This is an optimization exercise on Yosys and OpenROAD, whose aim is small area, a short achievable clock period and few clock cycles per item, not a production implementation.

run a:
==> module logp_power, before the edit <==
module logp_power (
    input  wire        clk,
    input  wire        rst,
    input  wire        in_valid,
    output wire        in_ready,
    input  wire [63:0] re,
    input  wire [63:0] im,
    output reg         out_valid,
    output reg  [63:0] p
);
    assign in_ready = 1'b1;
    reg [5:0] v;
    always @(posedge clk) begin
        if (rst) begin
            v <= 6'd0;
            out_valid <= 1'b0;
        end else begin
            v <= {v[4:0], in_valid};
            out_valid <= v[5];
        end
    end
    reg [62:0] xa0, xb0;
    reg        topa0, topb0;
    wire       topa_, topb_;
    sq_top u_tpa (.f(re[51:0]), .top(topa_));
    sq_top u_tpb (.f(im[51:0]), .top(topb_));
    always @(posedge clk) begin
        xa0 <= re[62:0];
        xb0 <= im[62:0];
        topa0 <= topa_;
        topb0 <= topb_;
    end
    wire [86:0] ta_a, ta_b, tb_a, tb_b;
    wire        ta_c, tb_c;
    wire [13:0] ia_, ib_;
    fp64_sq_tree u_ta (.x(xa0), .top(topa0), .ra(ta_a), .rb(ta_b), .cl(ta_c), .info(ia_));
    fp64_sq_tree u_tb (.x(xb0), .top(topb0), .ra(tb_a), .rb(tb_b), .cl(tb_c), .info(ib_));
    reg [86:0] ta1a, ta1b, tb1a, tb1b;
    reg        ta1c, tb1c;
    reg [13:0] ia1, ib1;
    always @(posedge clk) begin
        ta1a <= ta_a; ta1b <= ta_b; tb1a <= tb_a; tb1b <= tb_b;
        ta1c <= ta_c; tb1c <= tb_c;
        ia1 <= ia_; ib1 <= ib_;
    end
    wire [87:0] sa_ = {ta1a, ta1c} + {ta1b, ta1c};
    wire [87:0] sb_ = {tb1a, tb1c} + {tb1b, tb1c};
    wire [23:0] ia_f, ib_f;
    fp64_sq_info u_ia (.i(ia1), .info(ia_f));
    fp64_sq_info u_ib (.i(ib1), .info(ib_f));
    wire [20:0] dc_;
    exp_diff u_ed (.ia(ia_f), .ib(ib_f), .dc(dc_));
    reg [55:0] sa2, sb2;
    reg [23:0] ia2, ib2;
    reg [20:0] dc2;
    always @(posedge clk) begin
        sa2 <= sa_[87:32]; sb2 <= sb_[87:32];
        ia2 <= ia_f; ib2 <= ib_f;
        dc2 <= dc_;
    end
    wire [62:0] pa_, pb_;
    wire        ra53_, rb53_;
    fp64_sq_pack u_pa (.s(sa2), .info(ia2), .y(pa_), .r53(ra53_));
    fp64_sq_pack u_pb (.s(sb2), .info(ib2), .y(pb_), .r53(rb53_));
    reg [6:0] dsel_;
    always @(*) begin
        case ({ra53_, rb53_})
            2'b10:   dsel_ = dc2[20:14];
            2'b01:   dsel_ = dc2[6:0];
            default: dsel_ = dc2[13:7];
        endcase
    end
    reg [62:0] a3, b3;
    reg [6:0]  d3;
    always @(posedge clk) begin
        a3 <= pa_; b3 <= pb_; d3 <= dsel_;
    end
    wire [52:0] mh_;
    wire [55:0] al_;
    wire [10:0] eh_;
    wire [1:0]  sp_;
    fp64_add_align u_al (.a(a3), .b(b3), .swap(d3[6]), .d(d3[5:0]),
                         .mh(mh_), .al(al_), .eh(eh_), .sp(sp_));
    reg [52:0] mh4;
    reg [55:0] al4;
    reg [10:0] eh4;
    reg [1:0]  sp4;
    always @(posedge clk) begin
        mh4 <= mh_; al4 <= al_; eh4 <= eh_; sp4 <= sp_;
    end
    wire [53:0] y_ = {1'b0, mh4} + {1'b0, al4[55:3]};
    reg  [53:0] y5;
    reg  [2:0]  lo5;
    reg  [10:0] eh5;
    reg  [1:0]  sp5;
    always @(posedge clk) begin
        y5 <= y_; lo5 <= al4[2:0]; eh5 <= eh4; sp5 <= sp4;
    end
    wire [62:0] sum_;
    fp64_add_round u_ar (.y(y5), .lo(lo5), .eh(eh5), .sp(sp5), .p(sum_));
    always @(posedge clk)
        p <= {1'b0, sum_};
endmodule
==> module sq_top, before the edit <==
module sq_top (
    input  wire [51:0] f,
    output wire        top
);
    localparam [51:0] T = 52'd1865452045155277;
    wire [12:0] gt0, eq0;
    genvar g;
    generate
        for (g = 0; g < 13; g = g + 1) begin : grp
            assign gt0[g] = f[4 * g +: 4] > T[4 * g +: 4];
            assign eq0[g] = f[4 * g +: 4] == T[4 * g +: 4];
        end
    endgenerate
    wire [6:0] gt1, eq1;
    wire [3:0] gt2, eq2;
    wire [1:0] gt3, eq3;
    generate
        for (g = 0; g < 6; g = g + 1) begin : l1
            assign gt1[g] = gt0[2 * g + 1] | (eq0[2 * g + 1] & gt0[2 * g]);
            assign eq1[g] = eq0[2 * g + 1] & eq0[2 * g];
        end
        for (g = 0; g < 3; g = g + 1) begin : l2
            assign gt2[g] = gt1[2 * g + 1] | (eq1[2 * g + 1] & gt1[2 * g]);
            assign eq2[g] = eq1[2 * g + 1] & eq1[2 * g];
        end
    endgenerate
    assign gt1[6] = gt0[12];
    assign eq1[6] = eq0[12];
    assign gt2[3] = gt1[6];
    assign eq2[3] = eq1[6];
    assign gt3[0] = gt2[1] | (eq2[1] & gt2[0]);
    assign eq3[0] = eq2[1] & eq2[0];
    assign gt3[1] = gt2[3] | (eq2[3] & gt2[2]);
    assign eq3[1] = eq2[3] & eq2[2];
    assign top = gt3[1] | (eq3[1] & (gt3[0] | eq3[0]));
endmodule
clock: 18.5 ns
lec_check: 0
cap_margin: 20
core_margin: 2
core_utilization: 60
cts_cluster_diameter: 80
cts_cluster_size: 30
place_density: 0.7
slew_margin: 20
synth_hierarchical: 1
synth_minimum_keep_size: 0
standard.sh (not shown) runs the stock make flow with config.mk's settings and CLKGATE_MAP_FILE= SYNTH_SCRIPT=/design/flow/synth_recipe.tcl, a recipe that flattens the netlist after the stock synthesis.
==> flow/flow/run.sh <==
#!/bin/bash
# The standard layout (the standard.sh: ORFS from synthesis to the final
# layout) with three changes in how it is made:
# - after the standard synthesis, each logic cell is set to the smallest drive
#   strength of its kind (downsize.py); the timing repair below upsizes only
#   the cells on paths that need it;
# - timing repair aimed well below the clock period: repair_timing works until
#   the setup slack reaches SETUP_SLACK_MARGIN, so the layout meets timing at
#   the design's period with that much slack to spare;
# - the ports buffered with buf_4 cells (buffer_ports' default picks a slow
#   delay buffer).
# Each make run's full output goes to a log here; ORFS keeps each step's log
# under orfs/logs/.
set -euo pipefail
export SETUP_SLACK_MARGIN=13.6
export BUFFER_PORTS_ARGS="-buffer_cell sky130_fd_sc_hd__buf_4"
res=orfs/results/$FLOW_PLATFORM/logp_power/base
bash standard.sh "$PWD/$res/1_2_yosys.v" > synth.log 2>&1
python3 flow/downsize.py "$FLOW_HOME/platforms/$FLOW_PLATFORM/lib/sky130_fd_sc_hd__tt_025C_1v80.lib" \
    "$res/1_2_yosys.v" > downsize.log 2>&1
bash standard.sh > standard.log 2>&1
Other scripts of this flow, unchanged in this note and not shown: flow/flow/downsize.py
For run b, these inputs were changed with respect to run a:
--- a/flow/design.v
+++ b/flow/design.v
@@ -21,14 +21,11 @@
     end
     reg [62:0] xa0, xb0;
     reg        topa0, topb0;
-    wire       topa_, topb_;
-    sq_top u_tpa (.f(re[51:0]), .top(topa_));
-    sq_top u_tpb (.f(im[51:0]), .top(topb_));
     always @(posedge clk) begin
         xa0 <= re[62:0];
         xb0 <= im[62:0];
-        topa0 <= topa_;
-        topb0 <= topb_;
+        topa0 <= ({1'b1, re[51:0]} >= 53'd6369051672525773);
+        topb0 <= ({1'b1, im[51:0]} >= 53'd6369051672525773);
     end
     wire [86:0] ta_a, ta_b, tb_a, tb_b;
     wire        ta_c, tb_c;
@@ -3052,42 +3049,6 @@
     assign ra = ra_[106:20];
     assign rb = rb_[106:20];
 endmodule
-module sq_top (
-    input  wire [51:0] f,
-    output wire        top
-);
-    localparam [51:0] T = 52'd1865452045155277;
-    wire [12:0] gt0, eq0;
-    genvar g;
-    generate
-        for (g = 0; g < 13; g = g + 1) begin : grp
-            assign gt0[g] = f[4 * g +: 4] > T[4 * g +: 4];
-            assign eq0[g] = f[4 * g +: 4] == T[4 * g +: 4];
-        end
-    endgenerate
-    wire [6:0] gt1, eq1;
-    wire [3:0] gt2, eq2;
-    wire [1:0] gt3, eq3;
-    generate
-        for (g = 0; g < 6; g = g + 1) begin : l1
-            assign gt1[g] = gt0[2 * g + 1] | (eq0[2 * g + 1] & gt0[2 * g]);
-            assign eq1[g] = eq0[2 * g + 1] & eq0[2 * g];
-        end
-        for (g = 0; g < 3; g = g + 1) begin : l2
-            assign gt2[g] = gt1[2 * g + 1] | (eq1[2 * g + 1] & gt1[2 * g]);
-            assign eq2[g] = eq1[2 * g + 1] & eq1[2 * g];
-        end
-    endgenerate
-    assign gt1[6] = gt0[12];
-    assign eq1[6] = eq0[12];
-    assign gt2[3] = gt1[6];
-    assign eq2[3] = eq1[6];
-    assign gt3[0] = gt2[1] | (eq2[1] & gt2[0]);
-    assign eq3[0] = eq2[1] & eq2[0];
-    assign gt3[1] = gt2[3] | (eq2[3] & gt2[2]);
-    assign eq3[1] = eq2[3] & eq2[2];
-    assign top = gt3[1] | (eq3[1] & (gt3[0] | eq3[0]));
-endmodule
 module booth_sel (
     input  wire one,
     input  wire two,
Notes after the runs:
The critical path depth of run b is higher than that of run a. Run b completed; timing, DRC and antenna clean. Run b -> run a: via count flat. Delta (run b minus run a): detailed-route vias per instance saw an increase; net count reported at finish saw a decrease; layout overhead on the synthesized area saw an increase.
No functional check of the RTL was part of any run of this note.

-- re-timing with driven ports --
Ports are ideal in the flow. The routed layouts listed here were re-timed in OpenROAD.
Step 1 assumes that a clkbuf_16 drives the clock port and a buf_2 every other input.
Step 2 adds t to the input delays and takes it off the output delays; t is the mean of the earliest and latest rising clock arrival at the registers after step 1. Input paths then give back, and output paths get back, about the clock's delay inside the block.
Slacks: ideal ports / drivers / drivers and shift; pairs: ideal ports / drivers.
run	t (ns)	setup slack, ns	latest minus earliest clock arrival (ns)	worst slew at a driven data input, ns
run a	0.839	13.388 / 13.388 / 13.193	0.071 / 0.071	0.06
run b	0.867	13.347 / 13.417 / 12.549	0.077 / 0.077	0.08
After both steps setup and hold are still met in every run listed. The setup slack of run b, which loses most, moves by +0.070 ns with the drivers and by -0.798 ns with both steps.
